Background: an optimization exercise with open tools, aiming at small area, a short achievable clock period and few clock cycles. Do not read the settings as production practice. At most, simulation tests tie the RTL to the original design; equivalence was not proved. Only the layout flow was run in run 1; the RTL was not checked for function there.

==> flow/design.v, too long to show whole: its modules and the start of the top module <==
// module gcx_enc: 1113 lines
module gcx_enc (
    input  wire        clk,
    input  wire        rst,         
    input  wire        in_valid,
    output wire        in_ready,
    input  wire [15:0] in_data,
    input  wire        in_key,
    input  wire        in_last,
    output wire        out_valid,
    input  wire        out_ready,
    output wire [31:0] out_data,
    output wire        out_last,
    output wire        done,
    output wire [31:0] hash,
    output wire [31:0] lcg
);
  // ...
==> flow/run.sh <==
#!/bin/bash
# synth_recipe.tcl (not shown) runs the flow's synth.tcl, then flattens the netlist and writes it again
# the make line also repeats each setting of config.mk as NAME=value (left out here)
make -C /OpenROAD-flow-scripts/flow DESIGN_CONFIG=/design/flow/config.mk WORK_HOME=/design/flow/orfs CLKGATE_MAP_FILE= SYNTH_SCRIPT=/design/flow/synth_recipe.tcl finish
==> flow/config.mk <==
export PLATFORM = sky130hd
export DESIGN_NAME = gcx_enc
export DESIGN_NICKNAME = gcx_enc
export VERILOG_FILES = /design/flow/design.v
export SDC_FILE = /design/flow/constraint.sdc
export NUM_CORES = 4
export LEC_CHECK = 0
export CAP_MARGIN = 50
export CORE_MARGIN = 2
export CORE_UTILIZATION = 40
export SLEW_MARGIN = 60
==> flow/constraint.sdc <==
create_clock -name core_clock -period 36.0 [get_ports {clk}]
set_input_delay 7.2000 -clock core_clock [delete_from_list [all_inputs] [get_ports {clk}]]
set_output_delay 7.2000 -clock core_clock [all_outputs]
set_load 0.01 [all_outputs]
==> impl_metrics.ini, run 1 <==
[finish]
antenna_cells = 0
layout-drive-gt1-share_pct = 6.69
signal_buffers = 143
clockNetworkAreaShare_pct = 2.84
inv_count = 305
final_cells = 2858

[placed_design]
finalWeightedCongestion = 0.957
place_hpwl_mm = 46.1
io_buffers = 112

[clock_network]
clk_latency_ps = 440
cts_buffer_depth = 2
tritoncts = done
cts_sinks = 123

[setup_path]
end_kind = flop
worstSetupStartpoint = out_ready
rr_endpoint = odat[17]
worst-path-max-fanout = 25
reg2reg_setup_slack_ps = 27430
critPathTopFamily = simple AND/OR/NAND/NOR gates

[grt]
grt_antenna_before_repair = 0

[drt]
vias_per_cell = 5.42
highest_layer = met4

[min_path]
whs_path_depth = 0

[sta]
final.min_clock_period_ps = 9250

[floorplanning]
die_y_um = 222
fp.dieArea_um2 = 49500
dieWidth_um = 222

[run_status]
outcome = no timing/DRC/antenna violations

[synthesis]
synthXorXnorAreaFrac_pct = 5.58
synth_top_family_by_area = adder cells
==> inputs of run 2 (changes only) <==
--- a/flow/design.v
+++ b/flow/design.v
@@ -854,41 +854,29 @@
     wire cx_25 = (Y[12] & cva[12]) | (Y[12] & cvb[12]) | (cva[12] & cvb[12]);
     wire cx_26 = Y[13] ^ cva[13] ^ cvb[13];
     wire cx_27 = (Y[13] & cva[13]) | (Y[13] & cvb[13]) | (cva[13] & cvb[13]);
     wire cx_28 = Y[14] ^ cva[14] ^ cvb[14];
     wire cx_29 = (Y[14] & cva[14]) | (Y[14] & cvb[14]) | (cva[14] & cvb[14]);
     wire [17:0] cx0 = {cva[17], cva[16], cx_29, cx_27, cx_25, cx_23, cx_21, cx_19, cx_17, cx_15, cx_13, cx_11, cx_9, cx_7, cx_5, cx_3, cx_1, cx_0};
     wire [17:0] cx1 = {1'b0, 1'b0, cva[15], cx_28, cx_26, cx_24, cx_22, cx_20, cx_18, cx_16, cx_14, cx_12, cx_10, cx_8, cx_6, cx_4, cx_2, 1'b0};
     wire [17:0] sc = cx0 + cx1;
-    wire [21:0] qv = {sbuf, 8'd0} | ({in_data[7:0], 14'd0} >> {L, 1'b0});
+    wire [21:0] qv = {sbuf, 8'd0} | ({in_data[7:0], 14'd0} >> {L[1:0], 1'b0});
     wire [21:0] qe = fbyte ? qv : {sbuf, 8'd0};
     wire [3:0]  T  = {1'b0, L} + (fbyte ? 4'd4 : 4'd0);
     wire        full = L[2] | (L[1] & L[0]);
     wire [1:0]  c    = (lastin & ~full) ? L[1:0] : 2'd3;
     wire        beat = adv & inpay & (full | fbyte | (lastin & (L != 3'd0)));
     wire [3:0]  Ln   = beat ? T - {2'd0, c} : T;
     wire        lastn = (fbyte & in_last) | (lastin & ~dn);
     wire        upd   = uv & (~lastin | dn);
     wire        uvn   = fkey | (uv & ~upd);
     wire        uln   = fkey ? in_last : ul;
     wire        npn   = (upd & ul) | (np & ~dn);
     wire        dnn   = (ov & out_ready & olast) | (np & ~dn);
-    wire        w_last = lastin & ~dn;
-    wire        w_uv   = uv & ~upd;
-    wire        w_np   = (upd & ul) | (np & ~dn);
-    wire        w_beat = adv & inpay & (full | (lastin & (L != 3'd0)));
-    wire [2:0]  w_L0   = w_beat ? L - {1'b0, c} : L;           
-    wire        w_room0 = (w_L0 <= 3'd3);
-    wire        w_room1 = adv & inpay & (L <= 3'd2);      
-    wire        r_none = ~((w_uv & ul) | w_np) & (dnn | (w_last ? ~w_uv : w_room0));
-    wire        r_key  = ~w_np & (dnn | (~w_last & w_room0));
-    wire        r_byte = ~((w_uv & ul) | w_np) & (dnn | (w_last ? ~w_uv : w_room1));
-    wire        r_lbyte = ~((w_uv & ul) | w_np) & (dnn | ~w_uv);
-    wire        rdyn = ~fire ? r_none : in_key ? (~in_last & r_key) : (in_last ? r_lbyte : r_byte);
     wire [31:0] hb = h;
     wire hm_0 = ~hb[0] ^ u[0] ^ 1'b1;
     wire hm_1 = (~hb[0] & u[0]) | (~hb[0] & 1'b1) | (u[0] & 1'b1);
     wire hm_2 = hb[0] ^ ~hb[5] ^ u[5];
     wire hm_3 = (hb[0] & ~hb[5]) | (hb[0] & u[5]) | (~hb[5] & u[5]);
     wire hm_4 = hb[1] ^ ~hb[6] ^ u[6];
     wire hm_5 = (hb[1] & ~hb[6]) | (hb[1] & u[6]) | (~hb[6] & u[6]);
     wire hm_6 = hb[2] ^ ~hb[7] ^ u[7];
@@ -1042,17 +1030,17 @@
     wire hm_154 = hm_135 ? hm_140 : hm_52;
     wire hm_155 = hm_135 ? hm_142 : hm_54;
     wire hm_156 = hm_135 ? hm_144 : hm_56;
     wire hm_157 = hm_135 ? hm_146 : hm_58;
     wire hm_158 = hm_135 ? hm_148 : hm_60;
     wire hm_159 = hm_135 ? hm_150 : hm_62;
     wire hm_160 = hm_135 ? hm_151 : 1'b0;
     wire [31:0] hn = {hm_159, hm_158, hm_157, hm_156, hm_155, hm_154, hm_153, hm_152, hm_134, hm_133, hm_132, hm_131, hm_130, hm_129, hm_128, hm_127, hm_109, hm_108, hm_107, hm_106, hm_105, hm_104, hm_103, hm_102, hm_68, hm_66, hm_64, hm_36, hm_32, hm_28, hm_24, hm_0};
-    wire [5:0] cs = qv[21:16] ^ {k1, k2, k3};
+    wire [5:0] cs = qe[21:16] ^ {k1, k2, k3};
     wire [7:0] q0 = e0(cs[5:4]);
     wire [7:0] q1 = e1({cs[5:2], c == 2'd1});
     wire [7:0] q2 = e2({c, cs[3:0]});
     wire [7:0] q3 = e3({c == 2'd3, cs[1:0]});
     always @(posedge clk) begin
         if (fkey) begin
             u  <= in_data;
             uf <= hfirst;
@@ -1092,17 +1080,17 @@
             hfirst <= (fire & in_last) | (hfirst & ~fkey);
             uv     <= uvn;
             seedp  <= fbyte & ~inpay & ~seedp;
             sbuf   <= beat ? qe[15:2] : qe[21:8];
             L      <= Ln[2:0];
             inpay  <= seedp | (inpay & ~conv);
             lastin <= lastn;
             np     <= npn;
-            rdy    <= rdyn;
+            rdy    <= ~((uvn & uln) | npn) & (dnn | (lastn ? ~uvn : (Ln <= 4'd3)));
             ov     <= beat | (ov & ~out_ready);
             dn     <= dnn;
             conv   <= beat & lastin & ~L[2];
         end
     end
     assign out_data  = odat;
     assign out_valid = ov;
     assign out_last  = olast;
==> flow/config.mk (replaced) <==
export PLATFORM = sky130hd
export DESIGN_NAME = gcx_enc
export DESIGN_NICKNAME = gcx_enc
export VERILOG_FILES = /design/flow/design.v
export SDC_FILE = /design/flow/constraint.sdc
export NUM_CORES = 4
export LEC_CHECK = 0
export CAP_MARGIN = 75
export CORE_MARGIN = 2
export CORE_UTILIZATION = 40
export SLEW_MARGIN = 70
==> impl_metrics.ini, run 2 <==
[run_status]
outcome = no timing/DRC/antenna violations

[synthesis]
mappedNetlistArea_um2 = 18800
yosysMostFrequentCell = inv_1
synth_top_area_share_pct = 22.0
yosysSeqAreaShare_pct = 18.2
synth_area_leader_cell = fa_1
synth_common_cells = inv_1 (318), fa_1 (206), nand2_1 (187), ha_1 (181), o21ai_0 (142)
synth_cell_types = 87
synth_edf_count = 95
ys_ff_latch = 123
synthFlopType = edfxtp_1
yosysWarnings = 1
netlist_instances = 2130
synth_area_leaders = fa_1 (22%), edfxtp_1 (15%), ha_1 (12%), inv_1 (6.4%), xnor2_1 (4.2%)
syn_avg_cell_area_um2 = 8.81
ys_async_sr_fraction_pct = 0

[setup_path]
crit_chain = clkdlybuf4s50_1 -> and3b_2 -> and2_1 -> a21oi_1 -> xnor2_1 -> xnor2_1 -> buf_1 -> xnor2_1 -> xnor2_1 -> nand2_1
crit_buf_inv = 2
worst-path-max-fanout = 15
end_kind = flop
startpoint_type = input pin
path_class = in -> reg
critPathTopFamily = XOR/XNOR gates
crit_arrival_ps = 9460
slowest_delay_ps = 490
critical-path-slowest-cell = clkdlybuf4s50_1
cp.required_ps = 36190
crit_top_cell = xnor2_1

[sta]
rsz0062_at_grt = no
fmax_mhz = 108
finalSetupTns_ps = 0
fin_crit_sh_pct = 25.7
fin_skew_ps = 9.72
hold_viol = 0
setup_viol = 0
final.min_clock_period_ps = 9270
finalMaxSlewViolations = 0

[clock_network]
clk_latency_ps = 440
root_buffer = clkbuf_16
hold_buffers = 0
cts_buffers = 17
cts_sinks = 123
htreeDepth = 4
postCtsSetupBuffers = 0
ctsResizeCount = 0
cts_buffer_depth = 2
clk_pin_slew_worst_paths_ps = 60
tritoncts = done

[grt]
grt_pass1_vias = 15288
grt_usage_pct = 23.5
gr-total-overflow = 0
grt_max_degree = 38
grt_antenna_before_repair = 0
grt_pass1_wl_mm = 86.8

[drt]
wl_mm = 56.6
vias = 15679
vias_per_cell = 5.38
ant_nets = 0
firstDrtPassIters = 7
post_drt_wl_per_cell_um = 19.4
drt_iter0_drc = 1212
drc = 0

[finish]
largest_registers = h (32), odat (22), u (16)
antenna_cells = 0
nets = 2704
final_common_cell = inv_1
area.growth.synth_to_final_pct = 16.2
final_cell_mix = inv_1 (311), fa_1 (206), nand2_1 (186)
largest_reg_flops = 32
postLayoutCoreUtil_pct = 46.9
fillers = 4494
layout-drive-gt1-share_pct = 9.10
final-seq-area_um2 = 3420
largest_register = h
multi_input_area_um2 = 13900

[min_path]
hold_class = reg -> reg

[floorplanning]
initial_core_util_pct = 40.4
ios = 122
fp.dieArea_um2 = 48600
core_area_um2 = 46500
fp-row-count = 79
dieWidth_um = 221
die_y_um = 221

[placed_design]
place_hpwl_mm = 47.3
io_buffers = 112
finalWeightedCongestion = 0.949

[run]
drv_cap = 0
-- run 2: cell count changes after synthesis, sizes merged, moves of 6 or more --
cell | previous run | this run
nor2 | 151 | 141
a21o | 20 | 10
nand2 | 217 | 187
inv | 303 | 321
xnor2 | 81 | 89
o22ai | 13 | 7
nand2b | 40 | 46
a211o | 9 | 2
nor3 | 27 | 20
o21ai | 136 | 147
o211ai | 20 | 29
buf | 40 | 32
-- run 2: final cells by class --
cell class	instances	area share, %
Timing Repair Buffer	240	9.20
Inverter	325	5.59
Tap cell	607	3.48
Clock buffer	24	2.26
Sequential cell	123	15.7
Multi-Input combinational cell	1588	63.5
Clock inverter	8	0.264
-- run 2: cell families (layout without fill, tap and decap cells) --
logic type / after synthesis / in the layout / share of synthesized area (%)
and+or+nand+nor: 526 / 526 / 13.1
AOI/OAI and AO/OA: 472 / 472 / 15.7
buffers and inverters: 426 / 597 / 8.98
adders and majority gates: 388 / 388 / 34.1
DFF: 123 / 123 / 18.2
xor gates and xnor gates: 122 / 122 / 5.70
muxes: 71 / 71 / 4.16
other: 2 / 9 / 0.0400
-- run 2: through the flow --
stage / hold slack [ps] / area (um2) / setup WS, ps / instances
after floorplan: 408 / 18800 / 26880 / 2137
after global placement: 423 / 20300 / 25700 / 2773
after detailed placement: 423 / 21000 / 26290 / 2846
after CTS: 437 / 21500 / 26690 / 2878
after global routing: 457 / 21800 / 26570 / 2915
final: 436 / 21800 / 26730 / 2915
-- run 2: path summary, 6_finish.rpt --
| kind | cells after the start | slack (ps) | to | from |
|---|---|---|---|---|
| worst max-delay path | 10 | 26730 | odat[8] | in_valid |
| worst min-delay path | 0 | 440 | uf | hfirst |
| worst max register to register | 38 | 27220 | odat[8] | Y[0] |
| worst min register to register | 0 | 440 | uf | hfirst |
-- run 2: layer usage --
metal | vias to the layer above | routed length [um] | share of wire [%] | track usage, %
met1 | 7644 | 24800 | 44 | 32.0
met5 | - | 0 | 0 | 0
met2 | 517 | 26700 | 47 | 38.5
met3 | 86 | 3250 | 5.7 | 3.01
li1 | 7432 | - | - | -
met4 | 0 | 1880 | 3.3 | 8.64
Testbench counts of run 2, summed over its fixed seeds: cycles 13,046.
==> inputs of run 3 (changes only) <==
--- a/flow/config.mk
+++ b/flow/config.mk
@@ -5,7 +5,7 @@
 export SDC_FILE = /design/flow/constraint.sdc
 export NUM_CORES = 4
 export LEC_CHECK = 0
-export CAP_MARGIN = 75
+export CAP_MARGIN = 50
 export CORE_MARGIN = 2
 export CORE_UTILIZATION = 40
-export SLEW_MARGIN = 70
+export SLEW_MARGIN = 60
==> impl_metrics.ini, run 3 <==
[run_status]
outcome = no timing/DRC/antenna violations

[finish]
largest_registers = h (32), odat (22), u (16)
final-seq-area_um2 = 3420
area.growth.synth_to_final_pct = 12.7
multi_input_area_um2 = 13800
nets = 2608
final_cell_mix = inv_1 (314), fa_1 (206), nand2_1 (186)
fin_area_um2 = 21200
fillers = 4568
largest_reg_flops = 32
final_common_cell = inv_1
antenna_cells = 0
largest_register = h
layout-drive-gt1-share_pct = 5.79

[synthesis]
synth_area_leaders = fa_1 (22%), edfxtp_1 (15%), ha_1 (12%), inv_1 (6.4%), xnor2_1 (4.2%)
synthFlopType = edfxtp_1
yosysWarnings = 1
synth_top_area_share_pct = 22.0
netlist_instances = 2130
ys_async_sr_fraction_pct = 0
synth_edf_count = 95
synth_cell_types = 87
mappedNetlistArea_um2 = 18800
yosysSeqAreaShare_pct = 18.2
synth_common_cells = inv_1 (318), fa_1 (206), nand2_1 (187), ha_1 (181), o21ai_0 (142)
syn_avg_cell_area_um2 = 8.81
ys_ff_latch = 123
yosysMostFrequentCell = inv_1
synth_area_leader_cell = fa_1

[clock_network]
cts_buffers = 17
ctsResizeCount = 0
tritoncts = done
htreeDepth = 4
cts_sinks = 123
postCtsSetupBuffers = 0
cts_buffer_depth = 2
hold_buffers = 0
clk_pin_slew_worst_paths_ps = 60
root_buffer = clkbuf_16
clk_latency_ps = 450

[grt]
grt_pass1_vias = 15253
grt_max_degree = 44
grt_usage_pct = 23.6
grt_antenna_before_repair = 0
grt_pass1_wl_mm = 86.9
gr-total-overflow = 0

[drt]
drc = 0
met3_length_mm = 3.09
firstDrtPassIters = 7
ant_nets = 0
wl_mm = 56.4
post_drt_wl_per_cell_um = 20.0
vias_per_cell = 5.45
highest_layer = met4
met1_length_mm = 24.8
vias = 15364
routed-wl-met2_mm = 26.5
drt_iter0_drc = 1197

[setup_path]
startpoint_type = input pin
slowest_delay_ps = 490
cp.required_ps = 36190
path_class = in -> reg
crit_arrival_ps = 9510
crit_chain = clkdlybuf4s50_1 -> and3b_2 -> and2_1 -> a21oi_1 -> xnor2_1 -> xnor2_1 -> xnor2_1 -> xnor2_1 -> nand2_1
end_kind = flop
reg2reg_setup_slack_ps = 26960
critPathTopFamily = XOR/XNOR gates
worst-path-max-fanout = 15
critical-path-slowest-cell = clkdlybuf4s50_1
crit_buf_inv = 1
crit_top_cell = xnor2_1

[sta]
max_slew_margin_pct = 58.6
fin_skew_ps = 12.3
fin_crit_sh_pct = 25.9
setup_ws_ps = 26690
rsz0062_at_grt = no
tightestPinTransition_ps = 617
finalSetupTns_ps = 0
finalMaxSlewViolations = 0
setup_viol = 0
fmax_mhz = 107
whs_ps = 434
final.min_clock_period_ps = 9310
hold_viol = 0

[floorplanning]
core_area_um2 = 46500
fp-row-count = 79
die_y_um = 221
dieWidth_um = 221
initial_core_util_pct = 40.4
fp.dieArea_um2 = 48600
ios = 122

[placed_design]
pre_cts_ws_ps = 26090
place_hpwl_mm = 46.6
io_buffers = 112
finalWeightedCongestion = 0.949
place_area_um2 = 20500

[run]
drv_cap = 0

[min_path]
hold_class = reg -> reg
-- run 3: cell counts after synthesis --
No cell type changed its count.
-- run 3: worst reg2reg max path: cells and delay by family (launching register included) --
kind	cells	cell delay [ps]
adder cells (fa/ha/maj)	8	3000
AO/OA/AOI/OAI	9	1790
XOR/XNOR	7	1690
AND/OR/NAND/NOR	5	1050
buffers and inverters	5	940
flip-flops	1	320
-- run 3: per-layer routing --
layer	vias up	track usage (%)
li1	7229	-
met1	7534	32.1
met2	504	38.2
met3	97	2.91
met4	0	9.38
met5	-	0
-- run 3: layout make-up --
type / instances / area share (%)
repair buffers: 144 / 6.50
multi-input cells: 1588 / 65.0
inverters: 325 / 5.77
clock buffers: 22 / 2.50
clock inverters: 10 / 0.450
flip-flops and latches: 123 / 16.2
well taps: 607 / 3.59
-- run 3: worst paths after layout --
| path | from | to | cells after the start |
|---|---|---|---|
| worst max-delay path | in_valid | odat[8] | 9 |
| worst min-delay path | hfirst | uf | 0 |
| worst max register to register | Y[1] | odat[8] | 34 |
| worst min register to register | hfirst | uf | 0 |
-- run 3: per-stage QoR --
| step | instances | utilization [%] |
|---|---|---|
| 2_1_floorplan | 2137 | - |
| 3_3_place_gp | 2773 | 43.8 |
| 3_5_place_dp | 2786 | 44.1 |
| 4_1_cts | 2818 | 45.5 |
| 5_1_grt | 2819 | 45.5 |
| 6_report | 2819 | 45.5 |
-- run 3: cells by family after synthesis --
group	after synthesis	share of synthesized area, %
mux	71	4.16
other cells	2	0.0400
simple gates	526	13.1
xor+xnor	122	5.70
buf+inv	426	8.98
compound gates	472	15.7
flops	123	18.2
fa+ha+maj	388	34.1
==> inputs of run 4 (changes only) <==
--- a/flow/config.mk
+++ b/flow/config.mk
@@ -5,7 +5,8 @@
 export SDC_FILE = /design/flow/constraint.sdc
 export NUM_CORES = 4
 export LEC_CHECK = 0
-export CAP_MARGIN = 50
+export ABC_AREA = 1
+export CAP_MARGIN = 35
 export CORE_MARGIN = 2
 export CORE_UTILIZATION = 40
-export SLEW_MARGIN = 60
+export SLEW_MARGIN = 45
==> impl_metrics.ini, run 4 <==
[setup_path]
reg2reg_setup_slack_ps = 27770
path_class = in -> reg
rr_worst_depth = 31
worst-path-max-fanout = 26
rr_endpoint = odat[9]
crit_buf_inv = 2
r2r-start = Y[8]
end_kind = flop
startpoint_type = input pin
cp.required_ps = 36330
crit_chain = clkdlybuf4s50_1 -> nor2_1 -> inv_2 -> nand3_1 -> nor4_1 -> xor2_1 -> nor3b_1 -> o21ai_0 -> nand2_1
slowest_delay_ps = 570
critical-path-slowest-cell = nand3_1
crit_arrival_ps = 9580
critPathTopFamily = simple AND/OR/NAND/NOR gates

[synthesis]
synth_cell_types = 64
synth_top_area_share_pct = 22.5
syn_avg_cell_area_um2 = 7.84
ys_ff_latch = 123
synthFlopType = edfxtp_1
yosysSeqAreaShare_pct = 18.6
synth_area_leaders = fa_1 (22%), edfxtp_1 (16%), ha_1 (12%), inv_1 (9.8%), nand2_1 (8.4%)
netlist_instances = 2342
synth_common_cells = inv_1 (477), nand2_1 (410), fa_1 (206), o21ai_0 (205)
synth_area_leader_cell = fa_1
yosysMostFrequentCell = inv_1
synth_edf_count = 95
yosysWarnings = 1
ys_async_sr_fraction_pct = 0
mappedNetlistArea_um2 = 18400

[sta]
finalMaxSlewViolations = 0
finalSetupTns_ps = 0
setup_ws_ps = 26740
max_slew_margin_pct = 48.3
rsz0062_at_grt = no
final.min_clock_period_ps = 9260
fin_crit_sh_pct = 25.7
fmax_mhz = 108
tightestPinTransition_ps = 767
setup_viol = 0
fin_skew_ps = 8.70
whs_ps = 450
hold_viol = 0

[min_path]
whs_path_depth = 0
hold_class = reg -> reg
holdPathEnd = uf
hp-start = hfirst

[drt]
ant_nets = 0
vias_per_cell = 5.13
drt_iter0_drc = 1318
routed-wl-met2_mm = 26.4
wl_mm = 54.3
drc = 0
firstDrtPassIters = 8
met1_length_mm = 23.5
met3_length_mm = 2.79
highest_layer = met4
post_drt_wl_per_cell_um = 18.0
vias = 15515

[clock_network]
ctsResizeCount = 0
tritoncts = done
htreeDepth = 4
cts_sinks = 123
root_buffer = clkbuf_16
postCtsSetupBuffers = 0
cts_buffers = 17
clk_latency_ps = 440
clk_pin_slew_worst_paths_ps = 60
hold_buffers = 0
cts_buffer_depth = 2

[run]
drv_cap = 0

[floorplanning]
core_area_um2 = 45400
fp-row-count = 78
ios = 122
dieWidth_um = 218
initial_core_util_pct = 40.4
fp.dieArea_um2 = 47600
die_y_um = 218

[grt]
gr-total-overflow = 0
grt_pass1_vias = 15122
grt_pass1_wl_mm = 84.9
grt_max_degree = 34
grt_antenna_before_repair = 0
grt_usage_pct = 23.3

[finish]
largest_reg_flops = 32
final_common_cell = inv_1
antenna_cells = 0
largest_register = h
fillers = 4530
final_cell_mix = inv_1 (476), nand2_1 (409), fa_1 (206)
layout-drive-gt1-share_pct = 4.00
area.growth.synth_to_final_pct = 11.8
largest_registers = h (32), odat (22), u (16)
nets = 2821

[placed_design]
finalWeightedCongestion = 0.955
io_buffers = 112
place_hpwl_mm = 45.6
pre_cts_ws_ps = 26140

[run_status]
outcome = no timing/DRC/antenna violations
==> run 4: cell count changes after synthesis, moves of 21 or more <==
cell / previous run / this run
nand3_1: 29 / 102
o21ai_0: 142 / 205
nand2_1: 187 / 410
a211oi_1: 32 / 5
clkbuf_1: 69 / 48
mux2i_1: 51 / 5
nand2b_1: 46 / 0
nor2_1: 141 / 181
nor2b_1: 24 / 0
inv_1: 318 / 477
xnor2_1: 89 / 27
a21oi_1: 137 / 113
==> run 4: final cells by class <==
| type | instances | area (um2) | share of cell area, % |
|---|---|---|---|
| tap | 600 | 751 | 3.66 |
| clock inverter | 14 | 136 | 0.665 |
| multi-input combinational | 1655 | 12700 | 62.0 |
| clock buffer | 18 | 439 | 2.14 |
| sequential | 123 | 3410 | 16.6 |
| inverter | 492 | 1850 | 9.03 |
| timing repair buffer | 123 | 1200 | 5.87 |
==> run 4: kinds of logic (layout without fill, tap and decap cells) <==
logic type,Yosys count,in the layout,synth area share [%]
xor+xnor,72,72,3.56
mux,5,5,0.273
simple gates,749,749,16.9
fa+ha+maj,387,387,34.8
buf+inv,571,647,12.3
other cells,2,9,0.0409
flops,123,123,18.6
compound gates,433,433,13.5
==> run 4: per-stage QoR <==
stage          std cells  cell area, um2  utilization, %
6_report            3025           20500            45.2
5_1_grt             3025           20500            45.2
4_1_cts             3025           20500            45.2
3_5_place_dp        2993           19900            43.9
3_3_place_gp        2993           19900            43.9
2_1_floorplan       2349           18400               -
==> run 4: per-layer routing <==
layer  up-vias  global-route usage [%]
li1       7552                       -
met1      7357                    30.6
met2       522                    39.7
met3        84                    2.91
met4         0                    7.71
met5         -                       0
==> run 4: worst reg2reg max path: cells and delay by family (launching register included) <==
family                   cells  cell delay, ps
adder cells (fa/ha/maj)     10            4140
XOR/XNOR                     6            1580
buffers and inverters       10             900
flip-flops                   1             730
AND/OR/NAND/NOR              4             520
AO/OA/AOI/OAI                1             120
==> run 4: worst max-delay path by stage <==
| stage | slack [ps] | depth (start not counted) | end | start |
|---|---|---|---|---|
| 3_5_place_dp | 26140 | 5 | Y[11] | out_ready |
| 3_3_place_gp | 25810 | 5 | Y[11] | out_ready |
| 2_1_floorplan | 27060 | 5 | Y[0] | out_ready |
| 4_1_cts | 26610 | 5 | Y[11] | out_ready |
| 6_report | 26740 | 9 | rdy | out_ready |
| 5_1_grt | 26600 | 9 | rdy | out_ready |
==> inputs of run 5 (changes only) <==
--- a/flow/config.mk
+++ b/flow/config.mk
@@ -6,7 +6,7 @@
 export NUM_CORES = 4
 export LEC_CHECK = 0
 export ABC_AREA = 1
-export CAP_MARGIN = 35
+export CAP_MARGIN = 50
 export CORE_MARGIN = 2
 export CORE_UTILIZATION = 40
-export SLEW_MARGIN = 45
+export SLEW_MARGIN = 60
==> impl_metrics.ini, run 5 <==
[clock_network]
cts_sinks = 123
tritoncts = done
htreeDepth = 4
postCtsSetupBuffers = 0
ctsResizeCount = 0
root_buffer = clkbuf_16
clk_latency_ps = 430
cts_buffer_depth = 2
clk_pin_slew_worst_paths_ps = 60
hold_buffers = 0
cts_buffers = 17

[sta]
setup_ws_ps = 26840
setup_viol = 0
final.min_clock_period_ps = 9160
hold_viol = 0
finalMaxSlewViolations = 0
rsz0062_at_grt = no
fin_crit_sh_pct = 25.4
fin_skew_ps = 8.43
max_slew_margin_pct = 59.6
finalSetupTns_ps = 0
tightestPinTransition_ps = 600
fmax_mhz = 109

[synthesis]
mappedNetlistArea_um2 = 18400
yosysWarnings = 1
synthXorXnorAreaFrac_pct = 3.56
synth_area_leader_cell = fa_1
netlist_instances = 2342
synth_common_cells = inv_1 (477), nand2_1 (410), fa_1 (206), o21ai_0 (205)
synth_top_family_by_area = adder cells
synth-simple-area-share_pct = 16.9
synth_top_area_share_pct = 22.5
synth_compound_area_share_pct = 13.5
synth_edf_count = 95
synthMuxAreaShare_pct = 0.273
synth_fa_ha_area_share_pct = 34.8
synth_cell_types = 64
synthFlopType = edfxtp_1
syn_avg_cell_area_um2 = 7.84
ys_async_sr_fraction_pct = 0
ys_ff_latch = 123
yosysMostFrequentCell = inv_1
yosysSeqAreaShare_pct = 18.6
synth_area_leaders = fa_1 (22%), edfxtp_1 (16%), ha_1 (12%), inv_1 (9.8%), nand2_1 (8.4%)

[finish]
nets = 2833
fin_area_um2 = 20600
postLayoutCoreUtil_pct = 45.5
final-seq-area_um2 = 3410
fillers = 4545
largest_registers = h (32), odat (22), u (16)
multi_input_area_um2 = 12700
final_cell_mix = inv_1 (472), nand2_1 (408), fa_1 (206)
largest_reg_flops = 32
largest_register = h
antenna_cells = 0
layout-drive-gt1-share_pct = 4.88
final_common_cell = inv_1
area.growth.synth_to_final_pct = 12.4

[setup_path]
cp.required_ps = 36200
rr_worst_depth = 31
reg2reg_setup_slack_ps = 27940
crit_arrival_ps = 9360
end_kind = flop
r2r-start = Y[8]
path_class = in -> reg
startpoint_type = input pin
worst-path-max-fanout = 5
rr_endpoint = odat[9]

[run_status]
outcome = no timing/DRC/antenna violations

[drt]
drc = 0
ant_nets = 0
post_drt_wl_per_cell_um = 17.9
vias_per_cell = 5.14
wl_mm = 54.2
vias = 15611
firstDrtPassIters = 9
drt_iter0_drc = 1068

[placed_design]
finalWeightedCongestion = 0.955
place_hpwl_mm = 45.8
io_buffers = 112
place_area_um2 = 20000
pre_cts_ws_ps = 26310

[min_path]
whs_path_depth = 0
hold_class = reg -> reg
hp-start = hfirst
holdPathEnd = uf

[run]
drv_cap = 0

[floorplanning]
core_area_um2 = 45400
dieWidth_um = 218
ios = 122
die_y_um = 218
fp.dieArea_um2 = 47600
fp-row-count = 78
initial_core_util_pct = 40.4

[grt]
grt_pass1_wl_mm = 86.0
grt_max_degree = 34
grt_usage_pct = 23.4
grt_pass1_vias = 15456
gr-total-overflow = 0
grt_antenna_before_repair = 0
==> run 5: layer usage <==
metal	wire, um	track usage (%)	vias up
met5	0	0	-
met4	1570	7.46	0
met3	2380	3.02	73
met2	26700	40.0	453
met1	23600	30.7	7494
li1	-	-	7591
==> run 5: cell families (layout without fill, tap and decap cells) <==
group / after synthesis / in the layout
compound gates: 433 / 433
xor+xnor: 72 / 72
fa+ha+maj: 387 / 387
buf+inv: 571 / 659
flops: 123 / 123
mux: 5 / 5
other cells: 2 / 9
simple gates: 749 / 749
==> run 5: area by class of cell <==
class,instances,share of cell area [%]
clock buffers,18,2.08
clock inverters,14,0.667
inverters,492,8.98
multi-input cells,1655,61.8
flip-flops and latches,123,16.6
well taps,600,3.64
repair buffers,135,6.29
==> run 5: critical path, stage by stage <==
cell	delay (ps)
clkdlybuf4s50_1	500
nand2_2	90
nor2_4	150
nand2_4	90
o21bai_4	160
xor2_2	160
xor2_1	240
xor2_2	280
nand2_1	130
clkinv_2	90
o21ai_0	130
nand2_1	90
inv_1	40
==> run 5: how the worst max path moves through the flow <==
| stage | startpoint | depth (start not counted) | endpoint | slack, ps |
|---|---|---|---|---|
| 6_report | in_valid | 13 | odat[9] | 26840 |
| 5_1_grt | in_valid | 13 | odat[9] | 26710 |
| 4_1_cts | out_ready | 9 | rdy | 26760 |
| 3_5_place_dp | out_ready | 9 | rdy | 26310 |
| 3_3_place_gp | out_ready | 5 | Y[11] | 25810 |
| 2_1_floorplan | out_ready | 5 | Y[0] | 27060 |
==> run 5: through the flow <==
step / hold WS [ps] / std cells
after global placement: 435 / 2993
final: 457 / 3037
after floorplan: 409 / 2349
after global routing: 470 / 3037
after detailed placement: 434 / 2998
after CTS: 453 / 3030

[port drivers added, routing unchanged]
The results above use ideal ports. As a check the final layouts listed here were re-extracted and re-timed, cells and wires unchanged.
Step 1 sets driving cells, clkbuf_16 on the clock port and buf_2 on the other inputs (assumed; they add their load-dependent delay and slew).
Step 2 also shifts input and output timing later by t, the mid clock arrival at the registers, as if the neighbouring blocks saw the same clock.
Three values: no drivers, after step 1, after step 2; two values: the first two.
run	shift t [ns]	setup WS [ns]	hold slack, ns
run 1	0.487	26.754 / 26.781 / 26.294	0.429 / 0.429 / 0.429
run 2	0.483	26.733 / 26.691 / 26.275	0.436 / 0.436 / 0.436
run 3	0.487	26.689 / 26.666 / 26.224	0.434 / 0.434 / 0.434
run 4	0.491	26.744 / 26.772 / 26.281	0.450 / 0.450 / 0.450
run 5	0.483	26.841 / 26.868 / 26.385	0.457 / 0.457 / 0.457
After both steps every run listed still meets setup and hold. For run 3, which loses most, drivers alone change the setup slack by -0.023 ns; drivers and shift together by -0.465 ns.
